What follows belongs to an exercise in optimizing a design on an open flow for a short achievable clock period; a production flow would make more cautious choices. Only simulation tests tie the RTL to the original design; equivalence was not proved. Power and IR drop assume default switching activity.

## trace_codec
module trace_codec (
    input  wire        clk,
    input  wire        rst,
    input  wire        instruction_valid,
    input  wire        branch_taken,
    input  wire [31:0] branch_target,
    input  wire        trap,
    input  wire        is_return,
    input  wire        is_indirect_jump,
    input  wire        retire_valid,
    input  wire        writeback_valid,
    input  wire [4:0]  writeback_register,
    input  wire [31:0] writeback_value,
    input  wire        breakpoint_valid,
    input  wire [3:0]  breakpoint_reason,
    output reg  [4:0]  enc_count,
    output reg  [63:0] enc_data,
    input  wire [63:0] dec_window,
    input  wire [4:0]  dec_avail,
    output reg         dec_ok,
    output reg  [1:0]  dec_fault,
    output reg  [4:0]  dec_consumed,
    output reg         dec_seq_valid,
    output reg  [2:0]  dec_seq,
    output reg         dec_branch_taken,
    output reg         dec_trap,
    output reg         dec_is_return,
    output reg         dec_is_indirect_jump,
    output reg         dec_pc_valid,
    output reg  [31:0] dec_program_counter,
    output reg         dec_writeback_valid,
    output reg  [4:0]  dec_writeback_register,
    output reg  [31:0] dec_writeback_value,
    output reg         dec_breakpoint_valid,
    output reg  [3:0]  dec_breakpoint_reason
);
clock: 30.0 ns
lec_check: 0
cap_margin: 20
core_margin: 2
core_utilization: 40
slew_margin: 20
standard.sh (not shown) runs the stock make flow with config.mk's settings and CLKGATE_MAP_FILE= SYNTH_SCRIPT=/design/flow/synth_recipe.tcl, a recipe that flattens the netlist after the stock synthesis.
==> flow/flow/run.sh <==
#!/bin/bash
# Standard ORFS layout of the design, at the design's clock and constraints,
# with these changes to how it is made:
# - timing repair is asked to keep a large setup margin: at the design's
#   period the paths already meet timing, so without a margin repair_timing
#   leaves the critical path as synthesis mapped it;
# - no full/half-adder extraction (it freezes XOR/majority logic into
#   adder cells that ABC cannot restructure);
# - ABC sizes for strong input drivers, as the layout buffers every input;
# - the slow wide OR/NOR cells are kept out of the netlist, on top of the
#   platform's own don't-use list.
set -euo pipefail
cd "$(dirname "$0")/.."
BASE="sky130_fd_sc_hd__probe_p_8 sky130_fd_sc_hd__probec_p_8 sky130_fd_sc_hd__lpflow_bleeder_1 sky130_fd_sc_hd__lpflow_clkbufkapwr_1 sky130_fd_sc_hd__lpflow_clkbufkapwr_16 sky130_fd_sc_hd__lpflow_clkbufkapwr_2 sky130_fd_sc_hd__lpflow_clkbufkapwr_4 sky130_fd_sc_hd__lpflow_clkbufkapwr_8 sky130_fd_sc_hd__lpflow_clkinvkapwr_1 sky130_fd_sc_hd__lpflow_clkinvkapwr_16 sky130_fd_sc_hd__lpflow_clkinvkapwr_2 sky130_fd_sc_hd__lpflow_clkinvkapwr_4 sky130_fd_sc_hd__lpflow_clkinvkapwr_8 sky130_fd_sc_hd__lpflow_decapkapwr_12 sky130_fd_sc_hd__lpflow_decapkapwr_3 sky130_fd_sc_hd__lpflow_decapkapwr_4 sky130_fd_sc_hd__lpflow_decapkapwr_6 sky130_fd_sc_hd__lpflow_decapkapwr_8 sky130_fd_sc_hd__lpflow_inputiso0n_1 sky130_fd_sc_hd__lpflow_inputiso0p_1 sky130_fd_sc_hd__lpflow_inputiso1n_1 sky130_fd_sc_hd__lpflow_inputiso1p_1 sky130_fd_sc_hd__lpflow_inputisolatch_1 sky130_fd_sc_hd__lpflow_isobufsrc_1 sky130_fd_sc_hd__lpflow_isobufsrc_16 sky130_fd_sc_hd__lpflow_isobufsrc_2 sky130_fd_sc_hd__lpflow_isobufsrc_4 sky130_fd_sc_hd__lpflow_isobufsrc_8 sky130_fd_sc_hd__lpflow_isobufsrckapwr_16 sky130_fd_sc_hd__lpflow_lsbuf_lh_hl_isowell_tap_1 sky130_fd_sc_hd__lpflow_lsbuf_lh_hl_isowell_tap_2 sky130_fd_sc_hd__lpflow_lsbuf_lh_hl_isowell_tap_4 sky130_fd_sc_hd__lpflow_lsbuf_lh_isowell_4 sky130_fd_sc_hd__lpflow_lsbuf_lh_isowell_tap_1 sky130_fd_sc_hd__lpflow_lsbuf_lh_isowell_tap_2 sky130_fd_sc_hd__lpflow_lsbuf_lh_isowell_tap_4"
SLOW="sky130_fd_sc_hd__or4_* sky130_fd_sc_hd__or4b_* sky130_fd_sc_hd__or4bb_* sky130_fd_sc_hd__nor4_* sky130_fd_sc_hd__nor4b_* sky130_fd_sc_hd__nor4bb_* sky130_fd_sc_hd__or3_* sky130_fd_sc_hd__or3b_* sky130_fd_sc_hd__nor3_* sky130_fd_sc_hd__nor3b_*"
bash standard.sh SETUP_SLACK_MARGIN=24 ADDER_MAP_FILE= ABC_DRIVER_CELL=sky130_fd_sc_hd__buf_8 "DONT_USE_CELLS=$BASE $SLOW" finish > flow_make.log 2>&1
Edit:
==> flow/flow/run.sh (replaced) <==
#!/bin/bash
# Standard ORFS layout of the design, at the design's clock and constraints,
# with these changes to how it is made:
# - timing repair is asked to keep a large setup margin: at the design's
#   period the paths already meet timing, so without a margin repair_timing
#   leaves the critical path as synthesis mapped it;
# - no full/half-adder extraction (it freezes XOR/majority logic into
#   adder cells that ABC cannot restructure);
# - ABC sizes for strong input drivers, as the layout buffers every input;
# - every port still gets its buffer, but a plain buffer rather than the
#   delay cell the resizer picks by default, and resizing may change a
#   cell's footprint, so those buffers can be sized up.
set -euo pipefail
cd "$(dirname "$0")/.."
bash standard.sh SETUP_SLACK_MARGIN=24 ADDER_MAP_FILE= ABC_DRIVER_CELL=sky130_fd_sc_hd__buf_8 \
    MATCH_CELL_FOOTPRINT=0 "BUFFER_PORTS_ARGS=-buffer_cell sky130_fd_sc_hd__buf_4" \
    finish > flow_make.log 2>&1
The changed run produced a clean layout; via count falls by 3.4%; first-iteration DRC count goes down by 12%; total power shrinks by 2.1%; sequential power hardly moves; final cell count shrinks by 1.9%; non-clock buffer count fell by 45; global-route usage fell by 2.6 points; routed wire length goes down by 7.2%; clock-buffer cell count stays the same.
Edit:
==> flow/flow/run.sh (replaced) <==
#!/bin/bash
# Standard ORFS layout of the design, at the design's clock and constraints,
# with these changes to how it is made:
# - synthesis is the standard synthesis, but ABC maps the logic with the
#   script flow/abc_map.script (choice computation, then delay-driven
#   standard-cell mapping) in place of ORFS's speed script;
# - no full/half-adder extraction (it freezes XOR/majority logic into
#   adder cells that ABC cannot restructure);
# - ABC sizes for strong input drivers, as the layout buffers every input;
# - timing repair is asked to keep a large setup margin: at the design's
#   period the paths already meet timing, so without a margin repair_timing
#   leaves the critical path as synthesis mapped it;
# - every port still gets its buffer, but a plain buffer rather than the
#   delay cell the resizer picks by default, and resizing may change a
#   cell's footprint, so those buffers can be sized up.
set -euo pipefail
cd "$(dirname "$0")/.."
export FLOW_WORK="$PWD"
export ABC_MAP_SCRIPT="$PWD/flow/abc_map.script"
bash standard.sh SYNTH_SCRIPT="$PWD/flow/synth_abc.tcl" \
    SETUP_SLACK_MARGIN=24 ADDER_MAP_FILE= ABC_DRIVER_CELL=sky130_fd_sc_hd__buf_8 \
    MATCH_CELL_FOOTPRINT=0 "BUFFER_PORTS_ARGS=-buffer_cell sky130_fd_sc_hd__buf_4" \
    finish > flow_make.log 2>&1
==> flow/flow/abc_map.script (new file) <==
strash
dch -f
map -D 30 -f
buffer -c
topo
stime -c
upsize -c
dnsize -c
==> flow/flow/synth_abc.tcl (new file) <==
# The standard synthesis (synth_recipe.tcl, sourced unchanged below), with
# one change: the combinational mapping call to ABC runs the script named in
# ABC_MAP_SCRIPT instead of ORFS's speed script. Flip-flops are mapped before
# ABC runs and ABC is not asked to touch them (no -dff), so the registers,
# their names and cell types are those of the standard synthesis.
proc abc {args} {
  set i [lsearch -exact $args -script]
  if {$i >= 0 && [info exists ::env(ABC_MAP_SCRIPT)]} {
    lset args [expr {$i + 1}] $::env(ABC_MAP_SCRIPT)
  }
  yosys abc {*}$args
}
source $::env(FLOW_WORK)/synth_recipe.tcl
The new run passed the timing, DRC and antenna checks.
Setup slack gains 0.11 ns.
Clock skew hardly moves.
Die area goes up by 14%.
Routed wire length increases by 43%.
Area after synthesis rose by 14%.
Worst hold slack degrades by 0.058 ns.
Total power grows by 4.2%.
Core utilization rose by 7.2 points.
Sequential power is about the same.
Non-clock buffer count rose by 114.
Edit:
==> flow/flow/run.sh (replaced) <==
#!/bin/bash
# Standard ORFS layout of the design, at the design's clock and constraints,
# with timing repair asked to keep a large setup margin: at the design's
# period the paths already meet timing, so without a margin repair_timing
# leaves the critical path as synthesis mapped it.
set -euo pipefail
cd "$(dirname "$0")/.."
bash standard.sh SETUP_SLACK_MARGIN=24 ADDER_MAP_FILE= ABC_DRIVER_CELL=sky130_fd_sc_hd__buf_8 finish > flow_make.log 2>&1
removed: flow/flow/abc_map.script
removed: flow/flow/synth_abc.tcl
Fmax goes down by 1.8%.
Final area goes down by 18%.
Sequential share of layout area goes up by 3.5 points.
Via count goes down by 24%.
Clock skew is about the same.
Total power goes down by 5.2%.
Hold slack gets better by 0.058 ns.
Utilization goes down by 5.1 points.
Die area goes down by 12%.
Synthesized area goes down by 13%.
Routed wire length goes down by 27%.
Edit:
==> flow/flow/run.sh (replaced) <==
#!/bin/bash
# Standard ORFS layout of the design, at the design's clock and constraints,
# with these changes to how it is made:
# - synthesis is the standard synthesis, but ABC maps the logic with the
#   script flow/abc_map.script (choice computation, then delay-driven
#   standard-cell mapping) in place of ORFS's speed script;
# - no full/half-adder extraction (it freezes XOR/majority logic into
#   adder cells that ABC cannot restructure);
# - ABC sizes for strong input drivers, as the layout buffers every input;
# - timing repair is asked to keep a large setup margin: at the design's
#   period the paths already meet timing, so without a margin repair_timing
#   leaves the critical path as synthesis mapped it;
# - every port still gets its buffer, but a plain buffer rather than the
#   delay cell the resizer picks by default, and resizing may change a
#   cell's footprint, so those buffers can be sized up.
set -euo pipefail
cd "$(dirname "$0")/.."
export FLOW_WORK="$PWD"
export ABC_MAP_SCRIPT="$PWD/flow/abc_map.script"
bash standard.sh SYNTH_SCRIPT="$PWD/flow/synth_abc.tcl" \
    SETUP_SLACK_MARGIN=24 ADDER_MAP_FILE= ABC_DRIVER_CELL=sky130_fd_sc_hd__buf_8 \
    MATCH_CELL_FOOTPRINT=0 "BUFFER_PORTS_ARGS=-buffer_cell sky130_fd_sc_hd__buf_4" \
    finish > flow_make.log 2>&1
==> flow/flow/abc_map.script (new file) <==
strash
dch -f
map -D 30
buffer -c
topo
stime -c
upsize -c
dnsize -c
==> flow/flow/synth_abc.tcl (new file) <==
# The standard synthesis (synth_recipe.tcl, sourced unchanged below), with
# one change: the combinational mapping call to ABC runs the script named in
# ABC_MAP_SCRIPT instead of ORFS's speed script. Flip-flops are mapped before
# ABC runs and ABC is not asked to touch them (no -dff), so the registers,
# their names and cell types are those of the standard synthesis.
proc abc {args} {
  set i [lsearch -exact $args -script]
  if {$i >= 0 && [info exists ::env(ABC_MAP_SCRIPT)]} {
    lset args [expr {$i + 1}] $::env(ABC_MAP_SCRIPT)
  }
  yosys abc {*}$args
}
source $::env(FLOW_WORK)/synth_recipe.tcl
Result: The new run produced a clean layout. Die area is higher by 9.3%. Worst hold slack barely changes. Clock-buffer cell count rises by 1.

[what the ideal ports hide]
Ports are ideal in the flow. The routed layouts listed here were re-timed in OpenROAD. Step 1 sets driving cells, clkbuf_16 on the clock port and buf_2 on the other inputs (assumed; they add their load-dependent delay and slew). Step 2, shift: input delay + t, output delay - t, t = (earliest + latest rising clock arrival at the registers) / 2. This alone moves slack from input paths to output paths. Slacks: ideal / step 1 / step 2; pairs: ideal / step 1.
run	t, ns	setup slack, ns	worst hold slack (ns)	clock arrival spread, ns
the first run	0.492	22.464 / 22.470 / 21.978	0.561 / 0.561 / 0.561	0.020 / 0.020
the second run	0.487	22.523 / 22.502 / 22.015	0.567 / 0.567 / 0.567	0.020 / 0.020
the third run	0.510	22.637 / 22.652 / 22.143	0.509 / 0.509 / 0.509	0.017 / 0.017
the fourth run	0.489	22.505 / 22.505 / 22.015	0.567 / 0.567 / 0.567	0.020 / 0.019
the fifth run	0.522	22.603 / 22.561 / 22.039	0.565 / 0.565 / 0.565	0.021 / 0.021
After both steps setup and hold are still met in every run listed. The setup slack of the fifth run, which loses most, moves by -0.042 ns with the drivers and by -0.564 ns with both steps.
